This is an optimization exercise on Yosys and OpenROAD, whose aim is small area and a short achievable clock period, not a production implementation. At most, simulation tests tie the RTL to the original design; equivalence was not proved. Power figures rest on the tool's default switching activity, not on a simulated workload.

// intron_rx_framer
module intron_rx_framer (
    input  wire         clk,
    input  wire         rst,             
    input  wire         soft_reset,      
    input  wire [47:0]  intron_sess,     
    input  wire         rx_valid,
    input  wire [7:0]   rx_data,
    input  wire         alloc_ok,        
    input  wire         cas_valid,
    input  wire [3:0]   cas_old,
    input  wire [3:0]   cas_new,
    input  wire         activity_clr,    
    input  wire         query_valid,     
    input  wire [7:0]   query_idx,
    input  wire         ap_take,         
    output reg  [3:0]   mode,
    output reg          cas_ok,
    output reg          associated,
    output reg          activity,
    output reg          mac_valid,
    output reg  [47:0]  mac,
    output reg  [7:0]   ap_count,
    output reg          ap_valid,
    output reg  [7:0]   ap_index,
    output reg  [127:0] ap_info,
    output reg          pkt_start,
    output wire [15:0]  pkt_len,
    output reg          pkt_wr,
    output wire [7:0]   pkt_data,
    output reg          pkt_end,
    output reg          pkt_good,
    output reg          evt_valid,
    output reg  [2:0]   evt_code,
    output wire [7:0]   evt_type,
    output wire [15:0]  evt_size
);
    localparam [7:0]  INTRON0 = 8'h55;
    localparam [7:0]  INTRON1 = 8'h4E;
    localparam [3:0] M_WAIT_INIT      = 4'd1;
    localparam [3:0] M_NEED_AP        = 4'd2;
    localparam [3:0] M_CONNECTING_AP  = 4'd3;
    localparam [3:0] M_RUNNING        = 4'd4;
    localparam [31:0] CRC_55 = 32'h36FCB509;
    reg  [3:0]   pos;        
    reg          pay;        
    reg          fixd;       
    reg          strm;       
    reg  [15:0]  cnt;        
    reg  [31:0]  crc;
    reg  [31:0]  rcrc;       
    reg          ka_flag;    
    reg  [7:0]   rtype;
    reg  [7:0]   rvar;
    reg  [119:0] fbuf;       
    reg          lq_valid;
    reg  [7:0]   lq_idx;
    assign pkt_len  = cnt;
    assign evt_size = cnt;
    assign evt_type = rtype;
    assign pkt_data = fbuf[7:0];
    wire        seek, hdr, hend, hp_crc_ok, hp0, hp1, hp_size, hp_sig;
    wire [7:0]  ipos1h;
    wire [3:0]  pos_inc;
    wire [15:0] sk0s, sk1s, cnt_dec;
    wire        size_zero, plast;
    wire [7:0]  cmp_byte;
    wire [23:0] ck_tab;
  ...
Size in the first run: about 1700 cells after synthesis, ~440 flip-flops, ~340 I/O pins, ~0.020 mm² of cells after synthesis.
Settings: LEC_CHECK=0, ABC_AREA=1, CAP_MARGIN=20, CORE_MARGIN=2, CORE_UTILIZATION=50, CTS_BUF_LIST=sky130_fd_sc_hd__clkbuf_16, CTS_CLUSTER_DIAMETER=60, CTS_CLUSTER_SIZE=25, PLACE_DENSITY=0.65, SETUP_SLACK_MARGIN=5, SLEW_MARGIN=20, SYNTH_HIERARCHICAL=1, SYNTH_MINIMUM_KEEP_SIZE=0; clock period 8.0 ns.
standard.sh (not shown) runs the stock make flow with config.mk's settings and CLKGATE_MAP_FILE= SYNTH_SCRIPT=/design/flow/synth_recipe.tcl, a recipe that flattens the netlist after the stock synthesis.
==> flow/flow/run.sh <==
#!/bin/bash
# Standard layout, with the smallest buffer on every port.
set -euo pipefail
bash standard.sh "BUFFER_PORTS_ARGS=-buffer_cell sky130_fd_sc_hd__buf_1" finish > standard.log 2>&1
Change:
CTS_CLUSTER_DIAMETER = 100   (was 60)
CTS_CLUSTER_SIZE = 30   (was 25)
PLACE_DENSITY = 0.55   (was 0.65)
Result:
- cell area goes down by 2.7%
- synthesized area does not change
- power went down by 12%
- global-route usage increases by 0.59 points
- setup slack gains 0.016 ns
- fmax goes up by 0.53%
- sequential share of layout area grows by 1.5 points
- clock-buffer cell count is lower by 16
- cell count goes down by 1.3%
- wire length climbs by 4.5%
Change:
ABC_AREA = unset   (was 1)
CTS_CLUSTER_DIAMETER = 60   (was 100)
CTS_CLUSTER_SIZE = 25   (was 30)
PLACE_DENSITY = 0.65   (was 0.55)
Maximum frequency fell by 3.9%.
Sequential share of layout area decreases by 2.0 points.
Final area climbs by 3.9%.
Clock power went up by about 47%.
Change:
ABC_AREA = 1   (was unset)
CTS_CLUSTER_DIAMETER = 100   (was 60)
CTS_CLUSTER_SIZE = 30   (was 25)
After rerunning:
- The changed run passed the timing, design-rule and antenna checks
- wire length drops by 11%
- power drops by 10%
- combinational power climbs by 6.5%
- area after synthesis climbs by 0.77%
- global-route usage drops by 2.1 points
- final cell count climbs by 10%
- setup slack improved by 0.14 ns
- worst hold slack improved by 0.0088 ns
- via count climbs by 2.2%
- synthesized cell count climbs by 18%

* * *

Setup of the reference run:
intron_rx_framer, a different RTL version from the one above (not shown whole).
Size: ~1,300 cells after synthesis, ~440 flip-flops, roughly 18,000 sq um of cells after synthesis.
clock: 8.0 ns
lec_check: 0
abc_area: 0
cap_margin: 20
core_margin: 2
core_utilization: 50
cts_buf_list: sky130_fd_sc_hd__clkbuf_16
cts_cluster_diameter: 100
cts_cluster_size: 30
place_density: 0.65
setup_slack_margin: 5
slew_margin: 20
synth_hierarchical: 1
synth_minimum_keep_size: 0
Scripts as last shown in full above: flow/flow/run.sh
The reference run | stages: all done | timing, DRC, antenna: all pass
Input changes introduced in the trial run (baseline for comparison: the reference run):
Settings: changing ABC_AREA from 0 to 1.
[summary]
- The trial run ended with less share of the clock period used by the worst path than the reference run.
- Going from the reference run to the trial run, maximum number of pins on one net before global-route repair increased by 15% relative to the old numbers; site row count went up by 1.4%.
- Diff the reference run -> the trial run: layout net count moved up; wire length of the first global-routing pass moved down; cell area after layout moved down.
- Critical path depth in the trial run is 1 above the reference run.
- Compared with the reference run, the trial run is more frugal on power.
- Looking only at share of the final layout cell area in multi-input gates, and setting everything else aside, the higher value of the reference run and the trial run goes to the reference run.
Function was not checked in any run of this note: the RTL went through the layout flow alone.

* * *

## alpha
intron_rx_framer, a different RTL version from the one above (not shown whole).
Size in the first run: about 340 I/O pins.
Design intron_rx_framer, start of the top module:
module intron_rx_framer (
    input  wire         clk,
    input  wire         rst,             
    input  wire         soft_reset,      
    input  wire [47:0]  intron_sess,     
    input  wire         rx_valid,
    input  wire [7:0]   rx_data,
    input  wire         alloc_ok,        
    input  wire         cas_valid,
    input  wire [3:0]   cas_old,
    input  wire [3:0]   cas_new,
    input  wire         activity_clr,    
    input  wire         query_valid,     
    input  wire [7:0]   query_idx,
    input  wire         ap_take,         
    output reg  [3:0]   mode,
    output reg          cas_ok,
    output reg          associated,
    output reg          activity,
    output reg          mac_valid,
    output reg  [47:0]  mac,
    output reg  [7:0]   ap_count,
    output reg          ap_valid,
    output reg  [7:0]   ap_index,
    output reg  [127:0] ap_info,
    output reg          pkt_start,
    output wire [15:0]  pkt_len,
    output reg          pkt_wr,
    output wire [7:0]   pkt_data,
    output reg          pkt_end,
    output reg          pkt_good,
    output reg          evt_valid,
    output reg  [2:0]   evt_code,
    output wire [7:0]   evt_type,
    output wire [15:0]  evt_size
);
    localparam [7:0]  INTRON0 = 8'h55;
    localparam [7:0]  INTRON1 = 8'h4E;
    localparam [3:0] M_WAIT_INIT      = 4'd1;
    localparam [3:0] M_NEED_AP        = 4'd2;
    localparam [3:0] M_CONNECTING_AP  = 4'd3;
    localparam [3:0] M_RUNNING        = 4'd4;
    localparam [31:0] CRC_55 = 32'h36FCB509;
    reg  [3:0]   pos;        
    reg          pay;        
    reg          fixd;       
    reg          strm;       
    reg  [15:0]  cnt;        
    reg  [31:0]  crc;
    reg  [31:0]  rcrc;       
  ...
Settings: LEC_CHECK=0, ABC_AREA=1, CAP_MARGIN=20, CORE_MARGIN=2, CORE_UTILIZATION=50, CTS_BUF_LIST=sky130_fd_sc_hd__clkbuf_16, CTS_CLUSTER_DIAMETER=100, CTS_CLUSTER_SIZE=30, PLACE_DENSITY=0.6, SETUP_SLACK_MARGIN=5, SLEW_MARGIN=20, SYNTH_HIERARCHICAL=1, SYNTH_MINIMUM_KEEP_SIZE=0; clock period 8.0 ns.
Scripts as last shown in full above: flow/flow/run.sh
alpha finished every step from synthesis to the final layout, and the layout passed the timing, design-rule and antenna checks.
[inputs] beta vs alpha
Settings: swapping 30 for 26 in CTS_CLUSTER_SIZE; swapping 0.6 for 0.65 in PLACE_DENSITY.
==> results.txt <==
- In the metrics for beta and alpha, the one carrying the lower longest individual stage delay on the worst path is beta.
- Fmax (higher): alpha
- Looking at cell count of the worst reg-to-reg path across beta and alpha, the one that comes out higher is beta.
--- input diff beta..gamma ---
Settings: changing CTS_CLUSTER_SIZE from 26 to 30; changing CORE_UTILIZATION from 50 to 40.
==> results.txt <==
gamma vs beta, maximum frequency went up by about 0.7%.
Density: gamma sparser than beta
Comparing total placed cells including tap cells for gamma and beta, the bigger number came from gamma.
gamma against beta: post-synthesis to final-layout area growth down 0.49 points, length of routed met3 wiring up 7.3%.
From beta to gamma the numbers moved as follows: routed wirelength normalized by instance count increased 1.3%, summed instance area of the synthesized netlist about even, detailed-routing wirelength on met1 grew by 950 um.
Input changes introduced in delta (baseline for comparison: gamma):
Settings: a change of CORE_UTILIZATION from 40 to 50; an added TNS_END_PERCENT of 30.
Results
delta against gamma: fill cell total of the finished layout saw a decrease, clock share of power went down 0.3 points, leakage power comparable.
Power (delta over gamma): decrease, 0.59%
Any difference in worst hold slack between gamma and delta is small enough to ignore.
Looking at delta and gamma, the clock distribution area overhead in the final layout is a wash.
Compared with gamma, in delta met2 wirelength from detailed routing has decreased, cell count has decreased, post-layout instance area has decreased.

* * *

Another version of the RTL of intron_rx_framer (not shown whole).
Size: roughly 1400 cells after synthesis, about 440 flip-flops, about 0.020 sq mm of cells after synthesis.
export LEC_CHECK = 0
export CAP_MARGIN = 20
export CORE_MARGIN = 2
export CORE_UTILIZATION = 65
export CTS_BUF_LIST = sky130_fd_sc_hd__clkbuf_8 sky130_fd_sc_hd__clkbuf_16
export CTS_CLUSTER_DIAMETER = 50
export CTS_CLUSTER_SIZE = 20
export PLACE_DENSITY = 0.75
export SETUP_SLACK_MARGIN = 5
export SLEW_MARGIN = 20
export SYNTH_HIERARCHICAL = 1
export SYNTH_MINIMUM_KEEP_SIZE = 0
create_clock -name core_clock -period 8.0 [get_ports {clk}]
Scripts as last shown in full above: flow/flow/run.sh
The starting point completed with no timing, DRC or antenna violations.
Rerun with:
- CORE_UTILIZATION: 65 -> 50
- CTS_BUF_LIST: sky130_fd_sc_hd__clkbuf_8 sky130_fd_sc_hd__clkbuf_16 -> sky130_fd_sc_hd__clkbuf_16
- CTS_CLUSTER_DIAMETER: 50 -> 60
- CTS_CLUSTER_SIZE: 20 -> 25
- PLACE_DENSITY: 0.75 -> 0.65
After rerunning: The new run completed without violations. Total power goes down by 5.3%. Design area goes down by 2.0%. Worst setup slack improved by 88 ps.

* * *

## xenon
RTL: one of the versions met above, not the one the previous note started from.
Size in the first run: about 1600 cells after synthesis, ~340 I/O pins.
clock: 8.0 ns
lec_check: 0
abc_area: 1
cap_margin: 20
core_margin: 2
core_utilization: 50
cts_buf_list: sky130_fd_sc_hd__clkbuf_16
cts_cluster_diameter: 100
cts_cluster_size: 30
place_density: 0.65
setup_slack_margin: 5
slew_margin: 20
tns_end_percent: 30
Scripts as last shown in full above: flow/flow/run.sh
### xenon -> harbor
- removing TNS_END_PERCENT (formerly 30)
==> comparison <==
- Lower global-route total usage across every layer was reported by harbor, not xenon.
- First-pass GRT wire length (harbor over xenon): decrease, about 0.9%
- Arrival time of the worst setup path down 0.04 ns in harbor wrt xenon
Modified inputs, onyx compared to harbor
- SYNTH_HIERARCHICAL: unset -> 1
- SYNTH_MINIMUM_KEEP_SIZE: unset -> 0
- TNS_END_PERCENT: unset -> 10
==> results.txt <==
- In onyx, the total die area came out 1300 sq um above the value in harbor.
- Changes observed in onyx relative to harbor: worst setup slack has increased, share of final layout cell area taken by non-clock buffers went down by 1.2 points, post-synthesis adder-cell area fraction neither gained nor lost much, xor-xnor portion of the synthesized cell area now sits higher, time the final worst path needs with I/O delays and setup fell 0.033 ns.
- Row share of the final layout cell area in sequential cells: onyx lower / harbor higher
- Core utilization: onyx lower than harbor
- Against harbor, power in onyx rose slightly.
- Between harbor and onyx, the flow reports final layout net count increasing by a few percent.

* * *

## job 101
RTL: one of the versions met above, not the one the previous note started from.
Size: about 1,600 cells after synthesis, ~440 flip-flops, ~340 I/O pins.
export LEC_CHECK = 0
export ABC_AREA = 1
export CAP_MARGIN = 20
export CORE_MARGIN = 2
export CORE_UTILIZATION = 50
export CTS_BUF_LIST = sky130_fd_sc_hd__clkbuf_16
export CTS_CLUSTER_DIAMETER = 100
export CTS_CLUSTER_SIZE = 30
export GPL_ROUTABILITY_DRIVEN = 0
export PLACE_DENSITY = 0.65
export SETUP_SLACK_MARGIN = 5
export SLEW_MARGIN = 20
export SYNTH_HIERARCHICAL = 1
export SYNTH_MINIMUM_KEEP_SIZE = 0
create_clock -name core_clock -period 8.0 [get_ports {clk}]
Scripts as last shown in full above: flow/flow/run.sh
Job 101 reached the end of the flow, and the finished layout is clean on the timing, design-rule and antenna checks.
Modified inputs, job 102 compared to job 101
- PLACE_DENSITY now 0.6, was 0.65
- GPL_ROUTABILITY_DRIVEN no longer set, was 0
==> flow/flow/run.sh <==
#!/bin/bash
# Standard layout, with the smallest buffer on every port and no gate cloning in timing repair.
set -euo pipefail
bash standard.sh "BUFFER_PORTS_ARGS=-buffer_cell sky130_fd_sc_hd__buf_1" SKIP_GATE_CLONING=1 finish > standard.log 2>&1
## What came out
Comparing job 101 and job 102, the higher cell count is on job 102.
As far as worst hold slack is concerned, job 102 and job 101 perform about the same.
Area overhead of the layout relative to synthesis is lower on job 101
Job 102 ended up with sky130_fd_sc_hd__nor2_4 as its cell with the largest stage delay on the worst path; job 101 ended up with sky130_fd_sc_hd__xnor2_4.
The area fraction of clock buffers and clock inverters was comparable across job 101 and job 102.

* * *

intron_rx_framer, a different RTL version from the one above (not shown whole).
Size: roughly 1700 cells after synthesis, roughly 440 flip-flops, about 340 I/O pins, about 20000 sq um of cells after synthesis.
// intron_rx_framer
module intron_rx_framer (
    input  wire         clk,
    input  wire         rst,             
    input  wire         soft_reset,      
    input  wire [47:0]  intron_sess,     
    input  wire         rx_valid,
    input  wire [7:0]   rx_data,
    input  wire         alloc_ok,        
    input  wire         cas_valid,
    input  wire [3:0]   cas_old,
    input  wire [3:0]   cas_new,
    input  wire         activity_clr,    
    input  wire         query_valid,     
    input  wire [7:0]   query_idx,
    input  wire         ap_take,         
    output reg  [3:0]   mode,
    output reg          cas_ok,
    output reg          associated,
    output reg          activity,
    output reg          mac_valid,
    output reg  [47:0]  mac,
    output reg  [7:0]   ap_count,
    output reg          ap_valid,
    output reg  [7:0]   ap_index,
    output reg  [127:0] ap_info,
    output reg          pkt_start,
    output wire [15:0]  pkt_len,
    output reg          pkt_wr,
    output wire [7:0]   pkt_data,
    output reg          pkt_end,
    output reg          pkt_good,
    output reg          evt_valid,
    output reg  [2:0]   evt_code,
    output wire [7:0]   evt_type,
    output wire [15:0]  evt_size
);
==> flow/config.mk <==
export PLATFORM = sky130hd
export DESIGN_NAME = intron_rx_framer
export DESIGN_NICKNAME = intron_rx_framer
export VERILOG_FILES = /design/flow/design.v
export SDC_FILE = /design/flow/constraint.sdc
export NUM_CORES = 4
export LEC_CHECK = 0
export ABC_AREA = 1
export CAP_MARGIN = 20
export CORE_MARGIN = 2
export CORE_UTILIZATION = 50
export CTS_BUF_LIST = sky130_fd_sc_hd__clkbuf_16
export CTS_CLUSTER_DIAMETER = 100
export CTS_CLUSTER_SIZE = 26
export PLACE_DENSITY = 0.65
export SETUP_SLACK_MARGIN = 5
export SLEW_MARGIN = 20
export SYNTH_HIERARCHICAL = 1
export SYNTH_MINIMUM_KEEP_SIZE = 0
==> flow/constraint.sdc <==
create_clock -name core_clock -period 8.0 [get_ports {clk}]
set_input_delay 1.6000 -clock core_clock [delete_from_list [all_inputs] [get_ports {clk}]]
set_output_delay 1.6000 -clock core_clock [all_outputs]
set_load 0.01 [all_outputs]
==> flow/flow/run.sh <==
#!/bin/bash
# Standard layout, with the smallest buffer on every port.
set -euo pipefail
bash standard.sh "BUFFER_PORTS_ARGS=-buffer_cell sky130_fd_sc_hd__buf_1" finish > standard.log 2>&1
Edit:
Settings changed: CTS_CLUSTER_SIZE 26 to 30.
Outcome: Critical path depth is lower by 2. Power is lower by 3.0%. Wire length is higher by about 0.6%. Cell count is unchanged. Die area is unchanged. Worst hold slack barely changes. Synthesized cell count does not change. Count of clock-buffer cells in the layout is lower by 4.
Edit:
Settings changed: SYNTH_HIERARCHICAL 1 to not set, SYNTH_MINIMUM_KEEP_SIZE 0 to not set, TNS_END_PERCENT set to 30.
=>
- count of clock-buffer cells in the layout rose by 2
- wire length fell by a few percent
- via count fell by a little under a tenth
- synthesized area fell by a few percent
- utilization barely changes
- final cell count fell by roughly a tenth

[static timing again, ports no longer ideal]
The results above use ideal ports. As a check the final layouts listed here were re-extracted and re-timed, cells and wires unchanged. Step 1 (the two cells are an assumption about what drives the block):
set clk [get_ports {clk}]
set_driving_cell -lib_cell sky130_fd_sc_hd__clkbuf_16 $clk
set_driving_cell -lib_cell sky130_fd_sc_hd__buf_2 [delete_from_list [all_inputs] $clk]
Step 2 moves the port delays by t, midway between the first and last clock arrival at a register: inputs arrive t later, outputs are due t later. That takes back most of the time a late clock gives input paths. Slacks: ideal ports / drivers / drivers and shift; pairs: ideal ports / drivers.
| run | t (ns) | setup slack, ns | worst data-port slew with drivers (ns) |
|---|---|---|---|
| the first run of note 1 | 0.603 | 4.985 / 4.995 / 4.408 | 0.07 |
| the second run of note 1 | 0.586 | 5.001 / 4.998 / 4.430 | 0.06 |
| the third run of note 1 | 0.645 | 4.879 / 4.883 / 4.238 | 0.09 |
| the fourth run of note 1 | 0.589 | 5.022 / 4.982 / 4.443 | 0.06 |
| the reference run | 0.584 | 4.879 / 4.879 / 4.332 | 0.05 |
| the trial run | 0.587 | 5.004 / 5.016 / 4.444 | 0.07 |
| alpha | 0.595 | 5.076 / 5.020 / 4.515 | 0.06 |
| beta | 0.594 | 4.973 / 4.994 / 4.403 | 0.07 |
| gamma | 0.600 | 4.994 / 4.981 / 4.430 | 0.09 |
| delta | 0.591 | 4.916 / 4.951 / 4.362 | 0.04 |
| the first run of note 4 | 0.589 | 4.793 / 4.795 / 4.218 | 0.10 |
| the second run of note 4 | 0.637 | 4.881 / 4.881 / 4.405 | 0.08 |
| xenon | 0.589 | 4.923 / 4.919 / 4.329 | 0.08 |
| harbor | 0.579 | 4.927 / 4.951 / 4.372 | 0.05 |
| onyx | 0.607 | 4.959 / 4.905 / 4.383 | 0.07 |
| job 101 | 0.589 | 5.040 / 5.004 / 4.488 | 0.07 |
| job 102 | 0.595 | 5.013 / 5.005 / 4.444 | 0.06 |
| the first run of note 7 | 0.607 | 5.037 / 5.038 / 4.432 | 0.10 |
| the second run of note 7 | 0.583 | 5.041 / 5.003 / 4.476 | 0.11 |
| the third run of note 7 | 0.585 | 4.977 / 5.006 / 4.421 | 0.07 |
After both steps setup and hold are still met in every run listed. For the third run of note 1, which loses most, drivers alone change the setup slack by +0.004 ns; drivers and shift together by -0.641 ns.
